What follows belongs to an exercise in optimizing a design on an open flow for small area; a production flow would make more cautious choices.
In this exercise RTL edits were held to simulation tests only and were not proved equivalent to the original.

<file path="config.mk">
export PLATFORM = sky130hd
export DESIGN_NAME = sgp41_pl
export DESIGN_NICKNAME = sgp41_pl
export VERILOG_FILES = /design/flow/design.v
export SDC_FILE = /design/flow/constraint.sdc
export NUM_CORES = 4
export LEC_CHECK = 0
export CAP_MARGIN = 20
export CORE_MARGIN = 2
export CORE_UTILIZATION = 40
export SLEW_MARGIN = 20
</file>
<file path="flow/run.sh">
#!/bin/bash
# Layout flow: the standard ORFS flow (standard.sh) with three changes
# that only change how the layout is made:
#  - synthesis maps the logic with an area-oriented ABC script
#    (flow/abc_area.script) instead of ORFS's speed script; everything else in
#    the synthesis (synth_recipe.tcl and ORFS synth.tcl) is unchanged, so the
#    registers keep their standard names and cell types;
#  - the port buffers are sky130_fd_sc_hd__buf_1 (ORFS picks a larger cell);
#  - CTS uses clkbuf_8 and adds no dummy loads to balance the leaf nets.
# Each tool's output goes to a log file here; ORFS's own logs are in orfs/logs.
set -euo pipefail
here=$(pwd)
flowdir=$(cd "$(dirname "${BASH_SOURCE[0]}")" && pwd)

# synthesis script: the standard flow's, with ABC's script swapped for the area script
{
  echo "proc abc {args} {"
  echo "  set i [lsearch -exact \$args -script]"
  echo "  if {\$i >= 0} { lset args [expr {\$i + 1}] {$flowdir/abc_area.script} }"
  echo "  puts \"area flow: abc runs with \$args\""
  echo "  yosys abc {*}\$args"
  echo "}"
  cat synth_recipe.tcl
} > area_synth.tcl
sed "s#SYNTH_SCRIPT=[^ ]*synth_recipe.tcl#SYNTH_SCRIPT=$here/area_synth.tcl#" standard.sh > area_standard.sh
grep -q "SYNTH_SCRIPT=$here/area_synth.tcl" area_standard.sh

export BUFFER_PORTS_ARGS="-buffer_cell sky130_fd_sc_hd__buf_1"
export CTS_ARGS="-sink_clustering_enable -repair_clock_nets -buf_list sky130_fd_sc_hd__clkbuf_8 -dont_use_dummy_load"
bash area_standard.sh > run_standard.log 2>&1
</file>
<file path="design.v">
module sgp41_crc8 (
    input  wire [15:0] data,
    output reg  [7:0]  crc
);
    integer i;
    always @* begin
        crc = 8'hFF;
        for (i = 15; i >= 0; i = i - 1) begin
            if (crc[7] ^ data[i])
                crc = {crc[6:0], 1'b0} ^ 8'h31;
            else
                crc = {crc[6:0], 1'b0};
        end
    end
endmodule
module sgp41_pl (
    input  wire        clk,
    input  wire        rst,
    input  wire        req_valid,
    input  wire [2:0]  req_op,
    input  wire [7:0]  req_addr,
    input  wire [15:0] req_p0,
    input  wire [15:0] req_p1,
    output wire        busy,
    output reg         done,
    output reg  [2:0]  res_status,
    output reg  [2:0]  res_op,
    output wire [1:0]  res_nwords,
    output wire [15:0] res_w0,
    output wire [15:0] res_w1,
    output wire [15:0] res_w2,
    output reg         res_bound,
    output wire        st_pass,
    output wire        st_voc_fail,
    output wire        st_nox_fail,
    input  wire [15:0] crc_in,
    output wire [7:0]  crc_out,
    output wire        t_valid,
    output wire [2:0]  t_kind,
    output wire [7:0]  t_addr,
    output wire [7:0]  t_hnd,
    output reg  [3:0]  t_len,
    output wire [63:0] t_wdata,
    input  wire        t_done,
    input  wire        t_ok,
    input  wire [7:0]  t_rhnd,
    input  wire [71:0] t_rdata,
    output wire        z_valid,
    output reg  [8:0]  z_ms,
    input  wire        z_done
);
    localparam [2:0] OP_BEGIN      = 3'd0;
    localparam [2:0] OP_END        = 3'd1;
    localparam [2:0] OP_GET_SERIAL = 3'd2;
    localparam [2:0] OP_CONDITION  = 3'd3;
    localparam [2:0] OP_MEASURE    = 3'd4;
    localparam [2:0] OP_SELF_TEST  = 3'd5;
    localparam [2:0] OP_HEATER_OFF = 3'd6;
    localparam [2:0] OP_SOFT_RESET = 3'd7;
    localparam [2:0] ST_OK        = 3'd0;
    localparam [2:0] ST_E_OPEN    = 3'd1;
    localparam [2:0] ST_E_WRITE   = 3'd2;
    localparam [2:0] ST_E_READ    = 3'd3;
    localparam [2:0] ST_E_CRC     = 3'd4;
    localparam [2:0] ST_E_IDENT   = 3'd5;
    localparam [2:0] ST_E_NOTRDY  = 3'd6;
    localparam [2:0] PH_IDLE   = 3'd0;
    localparam [2:0] PH_OPEN   = 3'd1;    
    localparam [2:0] PH_REL    = 3'd2;    
    localparam [2:0] PH_WRITE  = 3'd3;    
    localparam [2:0] PH_ROTC   = 3'd4;    
    localparam [2:0] PH_READ   = 3'd5;    
    localparam [2:0] PH_DELAY  = 3'd6;    
    localparam [2:0] PH_ROTF   = 3'd7;    
    reg [2:0]  phase;
    reg [7:0]  hnd;
    reg [71:0] ring;
    reg [7:0]  lf;        
    reg [2:0]  bitn;      
    reg [1:0]  byten;     
    reg [1:0]  trip;      
    reg        nz;        
    reg        no;        
    function [15:0] cmd_word(input [2:0] op);
        case (op)
            OP_BEGIN, OP_GET_SERIAL: cmd_word = 16'h3682;
            OP_CONDITION:            cmd_word = 16'h2612;
            OP_MEASURE:              cmd_word = 16'h2619;
            OP_SELF_TEST:            cmd_word = 16'h280E;
            OP_HEATER_OFF:           cmd_word = 16'h3615;
            OP_SOFT_RESET:           cmd_word = 16'h0006;
            default:                 cmd_word = 16'h2E12;    
        endcase
    endfunction
    function [1:0] resp_words(input [2:0] op);
        case (op)
            OP_BEGIN, OP_GET_SERIAL: resp_words = 2'd3;
            OP_CONDITION:            resp_words = 2'd1;
            OP_MEASURE:              resp_words = 2'd2;
            OP_SELF_TEST:            resp_words = 2'd1;
            default:                 resp_words = 2'd0;
        endcase
    endfunction
    function [8:0] delay_ms(input [2:0] op);
        case (op)
            OP_BEGIN, OP_GET_SERIAL: delay_ms = 9'd1;
            OP_CONDITION:            delay_ms = 9'd50;
            OP_MEASURE:              delay_ms = 9'd50;
            OP_SELF_TEST:            delay_ms = 9'd320;
            OP_HEATER_OFF:           delay_ms = 9'd1;
            OP_SOFT_RESET:           delay_ms = 9'd20;
            default:                 delay_ms = 9'd320;      
        endcase
    endfunction
    sgp41_crc8 u_crc_port (.data(crc_in), .crc(crc_out));
    wire [1:0] n_resp = resp_words(res_op);
    assign busy     = (phase != PH_IDLE);
    assign t_valid  = (phase == PH_OPEN) || (phase == PH_REL) ||
                      (phase == PH_WRITE) || (phase == PH_READ);
    assign t_kind   = (phase == PH_WRITE && res_op == OP_SOFT_RESET) ? 3'd4 : phase;
    assign z_valid  = (phase == PH_DELAY);
    assign t_addr   = ring[47:40];
    assign t_hnd    = hnd;
    assign t_wdata  = {cmd_word(res_op), ring[71:56], ring[47:32], ring[23:8]};
    assign res_w0     = ring[71:56];
    assign res_w1     = ring[47:32];
    assign res_w2     = ring[23:8];
    assign res_nwords = (res_status == ST_OK) ? n_resp : 2'd0;
    always @* begin
        if (phase == PH_READ)
            t_len = {n_resp[1] & n_resp[0], n_resp[1] & !n_resp[0],
                     n_resp[1] ^ n_resp[0], n_resp[0]};             
        else if (res_op == OP_CONDITION || res_op == OP_MEASURE)
            t_len = 4'd8;
        else
            t_len = 4'd2;
        z_ms = delay_ms(res_op);
    end
    assign st_pass     = (res_w0 == 16'hD400);
    assign st_voc_fail = res_w0[0];
    assign st_nox_fail = res_w0[1];
    wire chk      = (phase == PH_ROTC);
    wire rot      = chk || (phase == PH_ROTF);
    wire last_bit = &bitn;
    wire last     = last_bit & byten[1] & trip[1];
    wire keep     = (trip < n_resp);
    wire fr_p     = (trip == 2'd0) ? !byten[1] :
                    (trip == 2'd1) ? (byten == 2'd1) : (byten == 2'd0);
    wire fr_s     = (trip == 2'd1) ? (byten == 2'd0) :
                    (trip == 2'd2) && (byten == 2'd1);
    wire is_p     = chk ? !byten[1] : fr_p;
    wire is_s     = chk ? byten[1]  : fr_s;
    wire d        = ring[71];
    wire fb       = is_p & (lf[7] ^ d);
    wire ring_in  = (!chk && fr_s) ? lf[7] : (d & (keep | !chk));
    wire mism     = chk & byten[1] & keep & (d ^ lf[7]);
    wire bad_now  = (res_status == ST_E_CRC) | mism;
    wire ident    = !nz | !no;
    wire accept  = (phase == PH_IDLE) && req_valid;
    wire ld_rd   = (phase == PH_READ) && t_done && t_ok;
    reg [2:0] phase_n;
    reg [2:0] status_n;
    reg       fin;        
    reg       clr;        
    reg       bound_n;
    always @* begin
        phase_n  = phase;
        status_n = res_status;
        fin      = 1'b0;
        clr      = 1'b0;
        bound_n  = res_bound;
        case (phase)
            PH_IDLE: if (req_valid) begin
                status_n = ST_OK;
                case (req_op)
                    OP_BEGIN: phase_n = res_bound ? PH_REL : PH_OPEN;
                    OP_END: begin
                        if (res_bound) phase_n = PH_REL;
                        else begin fin = 1'b1; clr = 1'b1; end
                    end
                    default: begin
                        if (!res_bound) begin
                            status_n = ST_E_NOTRDY;
                            fin = 1'b1; clr = 1'b1;
                        end else if (req_op == OP_CONDITION || req_op == OP_MEASURE)
                            phase_n = PH_ROTF;
                        else
                            phase_n = PH_WRITE;
                    end
                endcase
            end
            PH_REL: if (t_done) begin
                bound_n = 1'b0;
                if (res_op == OP_BEGIN && res_status == ST_OK)
                    phase_n = PH_OPEN;
                else begin fin = 1'b1; clr = 1'b1; end
            end
            PH_OPEN: if (t_done) begin
                if (t_ok) begin
                    bound_n = 1'b1;
                    phase_n = PH_WRITE;
                end else begin
                    status_n = ST_E_OPEN;
                    fin = 1'b1; clr = 1'b1;
                end
            end
            PH_WRITE: if (t_done) begin
                if (t_ok || res_op == OP_SOFT_RESET) phase_n = PH_DELAY;
                else begin
                    status_n = ST_E_WRITE;
                    if (res_op == OP_BEGIN) phase_n = PH_REL;
                    else begin fin = 1'b1; clr = 1'b1; end
                end
            end
            PH_DELAY: if (z_done) begin
                if (n_resp == 2'd0) begin fin = 1'b1; clr = 1'b1; end
                else phase_n = PH_READ;
            end
            PH_READ: if (t_done) begin
                if (t_ok) phase_n = PH_ROTC;
                else begin
                    status_n = ST_E_READ;
                    if (res_op == OP_BEGIN) phase_n = PH_REL;
                    else begin fin = 1'b1; clr = 1'b1; end
                end
            end
            PH_ROTF: if (last) phase_n = PH_WRITE;
            PH_ROTC: begin
                if (mism) status_n = ST_E_CRC;
                if (last) begin
                    if (bad_now || (res_op == OP_BEGIN && ident)) begin
                        status_n = bad_now ? ST_E_CRC : ST_E_IDENT;
                        if (res_op == OP_BEGIN) phase_n = PH_REL;
                        else begin fin = 1'b1; clr = 1'b1; end
                    end else
                        fin = 1'b1;
                end
            end
            default: ;
        endcase
        if (fin) phase_n = PH_IDLE;
    end
    always @(posedge clk) begin
        if (rst) begin
            phase      <= PH_IDLE;
            done       <= 1'b0;
            res_status <= ST_OK;
            res_op     <= OP_END;
            res_bound  <= 1'b0;
        end else begin
            phase      <= phase_n;
            done       <= fin;
            res_status <= status_n;
            res_bound  <= bound_n;
            if (accept) res_op <= req_op;
        end
    end
    always @(posedge clk) begin
        if (phase == PH_OPEN) hnd <= t_rhnd;
    end
    always @(posedge clk) begin
        if (!rot)
            lf <= 8'hFF;
        else
            lf <= {lf[6:0], is_p ? fb : (is_s | lf[7])} ^ {2'b00, fb, fb, 3'b000, 1'b0};
        if (!rot) begin
            bitn  <= 3'd0;
            byten <= 2'd0;
            trip  <= 2'd0;
        end else begin
            bitn <= {bitn[2] ^ (bitn[1] & bitn[0]), bitn[1] ^ bitn[0], !bitn[0]};
            if (last_bit) begin
                byten <= {byten[0], !(byten[1] | byten[0])};    
                if (byten[1]) trip <= {trip[0], !(trip[1] | trip[0])};
            end
        end
        nz  <= rot & (nz | (!byten[1] & d));
        no  <= rot & (no | (!byten[1] & !d));
    end
    wire s_rd   = ld_rd & !rst;
    wire s_req  = accept & !clr & !rst;
    wire s_sh   = rot & !clr & !rst;
    wire s_hold = !(ld_rd | accept | rot | clr | rst);
    wire [71:0] req_v = {req_p0, 8'h00, req_addr, req_p1[15:8], 8'h00,
                         req_p1[7:0], 16'h0000};
    wire [71:0] ring_prev = {ring[70:0], ring_in};
    wire [71:0] ring_w = ({72{s_rd}} & t_rdata) | ({72{s_req}} & req_v) |
                         ({72{s_sh}} & ring_prev) | ({72{s_hold}} & ring);
    always @(posedge clk) begin
        ring[71:56] <= ring_w[71:56];
        ring[47:32] <= ring_w[47:32];
        ring[23:8]  <= ring_w[23:8];
        ring[55:48] <= ld_rd ? t_rdata[55:48] : ring[54:47];
        ring[31:24] <= ld_rd ? t_rdata[31:24] : ring[30:23];
        ring[7:0]   <= ld_rd ? t_rdata[7:0]   : {ring[6:0], ring_in};
    end
endmodule
</file>
<file path="standard.sh">
#!/bin/bash
# synth_recipe.tcl (not shown) runs the flow's synth.tcl, then flattens the netlist and writes it again
# the make line also repeats each setting of config.mk as NAME=value (left out here)
make -C /OpenROAD-flow-scripts/flow DESIGN_CONFIG=/design/flow/config.mk WORK_HOME=/design/flow/orfs CLKGATE_MAP_FILE= SYNTH_SCRIPT=/design/flow/synth_recipe.tcl "${@:-finish}"
</file>
<file path="flow/abc_area.script">
strash
&get -n
&deepsyn -T 30
&put
strash
dc2
dch -f
amap
topo
</file>
<file path="constraint.sdc">
create_clock -name core_clock -period 10.0 [get_ports {clk}]
set_input_delay 2.0000 -clock core_clock [delete_from_list [all_inputs] [get_ports {clk}]]
set_output_delay 2.0000 -clock core_clock [all_outputs]
set_load 0.01 [all_outputs]
</file>
==> results_dict.tcl <==
set metrics [dict create \
    rsz0062_at_grt "false" \
    final_cell_mix "buf_1 (305), dfxtp_1 (100), a22o_1 (61)" \
    cts_hold_buf 0 \
    core_um2 13300 \
    finalNetCount 966 \
    path_class "primary input to primary output" \
    worst_setup_path_start_kind "primary input" \
    crit_path_start "crc_in[6]" \
    fp-row-count 42 \
    total_power_mw 0.988 \
    finalCritPeriodShare_pct 54.9 \
    drv_slew 0 \
    clk_latency_ns 0.37 \
    cts-root-buf "clkbuf_8" \
    worst_pin_slew_ns 1.04 \
    area_delta_synth_final_pct 13.6 \
    synthAdderAreaFrac_pct 1.38 \
    synth_area_leaders "dfxtp_1 (37%), buf_4 (16%), a22o_1 (9.8%), a221o_1 (7.0%), edfxtp_1 (4.4%)" \
    grt_pass1_vias 4745 \
    cts.sink_count 108 \
    cts_buffer_depth 2 \
    synth_top_area_share_pct 36.7 \
    met1_length_um 6510 \
    cpLargestDelayFamily "compound AO/OA/AOI/OAI gates" \
    crit_path_end "crc_out[5]" \
    wl_met2_um 7910 \
    htreeDepth 3 \
    fin_util_pct 46.6 \
    synth-edff-count 8 \
    first_pass_iters 6 \
    wl_per_cell_um 16.1 \
    yosys_warnings 2 \
    synth_simple_gate_area_share_pct 10.2 \
    fin_crit_ns 5.49 \
    max-slew-margin-rel_pct 30.5 \
    worstPathArrival_ns 3.49 \
    fin_setup_tns_ns 0 \
    max_cap_viol_count 0 \
    cpPeakStageDelay_ns 0.40 \
    start_util_pct 41.0 \
    outcome "finished clean" \
    reg2reg_to "ring[19]" \
    die_area_um2 14600 \
    clk_pin_slew_ns 0.11 \
    synth_top_family_by_area "compound AO/OA/AOI/OAI gates" \
    drtIter0Drc 352 \
    tritoncts "built" \
    drive_above_1_share_pct 2.21 \
    syn-cell-area_um2 5450 \
    critPathCaptureType "primary output" \
    hold_ws_ns 0.422 \
    p_leak_nw 2.18 \
    port_buffers 305 \
    crit_slowest_cell "o21ai_0" \
    yosysSeqAreaShare_pct 41.1 \
    grt-ovfl-total 0 \
    synth_compound_area_share_pct 27.6 \
    io_pins 313 \
    wl_met3_um 1160 \
    synth_ff_type "dfxtp_1" \
    reg2reg_depth 18 \
    ys_ff_latch 108 \
    cts_buffers 9 \
    antenna_cells 0 \
    cp_num_buf_inv 3 \
    die_w_um 121 \
    vias_per_cell 5.26 \
    r2r_start "res_op[2]" \
    grt_start_max_net_pins 49 \
    r2r_slack_ns 5.37 \
    grt_use_total_pct 20.6 \
    place_congestion 0.906 \
    ir_drop_v 0.000157 \
    cp.required_ns 8.00 \
    cts_setup_buffers 0 \
    antenna_found_initial 1 \
    min_path_type "flop to flop" \
    fmax_ghz 0.182 \
    worst_clock_skew_ns 0.0352 \
    async_flop_share_pct 0 \
    yosysTopAreaCell "dfxtp_1" \
    synthDistinctLibCells 36 \
    hold_viol_final 0 \
    vias 5204 \
    path_cells "buf_1 -> clkinv_1 -> o22ai_1 -> o21ai_0 -> o21ai_0 -> nor2_1 -> a21oi_1 -> buf_1" \
    path_max_fanout 4 \
    drt_drc_violations_left 0 \
    dieHeight_um 121 \
    synth.area.mux_share_pct 0 \
    wl_um 15900 \
    detail-route-antenna-nets 0 \
    syn_area_per_cell_um2 9.01 \
    postSynthCellCount 605 \
    hold_path_depth 1 \
    grt_pass1_wl_um 23700 \
    setup_viol 0 \
    ctsResizeCount 0 \
    route.top_layer_used "met5" \
    final_common_cell "buf_1" \
    cp.depth 8 \
    p_per_area_nw_per_um2 159 \
    synth_xor_area_share_pct 0 \
    dp_hpwl_um 11800 \
]
-- flip-flops by register name, indices dropped and copies added (netlist names) --
name,flops
byten,2
hnd,8
trip,2
no,1
phase,3
lf,8
ring,72
bitn,3
res_op,3
res_bound,1
done,1
nz,1
res_status,3
-- kinds of logic after synthesis --
group	after synthesis
other	1
adder cells (fa/ha/maj)	6
AND/OR/NAND/NOR	128
AO/OA/AOI/OAI	190
flip-flops	108
buffers and inverters	172
-- worst min-delay path by stage --
stage                        from       to
after floorplan             lf[0]    lf[1]
after global placement      lf[5]    lf[6]
after detailed placement    lf[1]    lf[2]
after CTS                 bitn[0]  bitn[0]
after global routing      bitn[0]  bitn[0]
final                     bitn[0]  bitn[0]
-- Yosys cell counts (all sizes together), types with 7 or more instances --
cell    instances
a31oi           7
nor3           12
edfxtp          8
a21oi          27
nand2          31
a22o           61
dfxtp         100
o22ai          12
a221o          38
buf           116
nor2           61
clkinv         56
a222oi         10
o21ai          17
-- report_power, final --
part | total, mW | internal [mW] | switching [mW]
clock network | 0.212 | 0.0812 | 0.130
registers | 0.517 | 0.479 | 0.0380
logic | 0.259 | 0.0974 | 0.162
-- cell type report --
cell class | instances | area [um^2]
Fill cell | 1377 | 7100
Multi-Input combinational cell | 331 | 2190
Sequential cell | 108 | 2240
Inverter | 56 | 210
Tap cell | 176 | 220
Clock buffer | 9 | 124
Timing Repair Buffer | 309 | 1210
-- worst register-to-register path, delay by kind of cell (launching register included) --
family / cells / cell delay, ns
and+or+nand+nor: 10 / 2.34
AOI/OAI and AO/OA: 5 / 1.19
DFF: 1 / 0.40
buffers and inverters: 2 / 0.34
adders and majority gates: 1 / 0.30
-- metal layers --
metal	GRT usage (%)	vias to the layer above
met5	0	-
met4	7.05	2
met3	6.46	28
met2	35.1	238
met1	24.4	2412
li1	-	2524
-- stage by stage --
stage                     setup WS, ns  cells  instance area [um^2]
final                             4.51    989                  6200
after global routing              4.22    989                  6200
after CTS                         4.52    987                  6150
after detailed placement          4.53    978                  6030
after global placement            4.60    978                  6030
after floorplan                   2.62    611                  5480

[port drivers added, routing unchanged]
Ports are ideal in the flow. The routed layout listed here was re-timed in OpenROAD.
Step 1: set_driving_cell puts a clkbuf_16 on clk and a buf_2 on each other input, an assumption about the parent block.
Step 2, shift: input delay + t, output delay - t, t = (earliest + latest rising clock arrival at the registers) / 2. This alone moves slack from input paths to output paths.
a / b / c = no drivers / after step 1 / after step 2; a / b = the first two.
shift t [ns]: 0.394
slack for setup (ns): 4.507 / 4.485 / 4.485
worst hold slack (ns): 0.422 / 0.422 / 0.422
worst setup path at the end: input to output
worst slew at a driven data input, ns: 0.07
After both steps this run still meets setup and hold. The setup slack of this run moves by -0.022 ns with the drivers and by -0.022 ns with both steps.
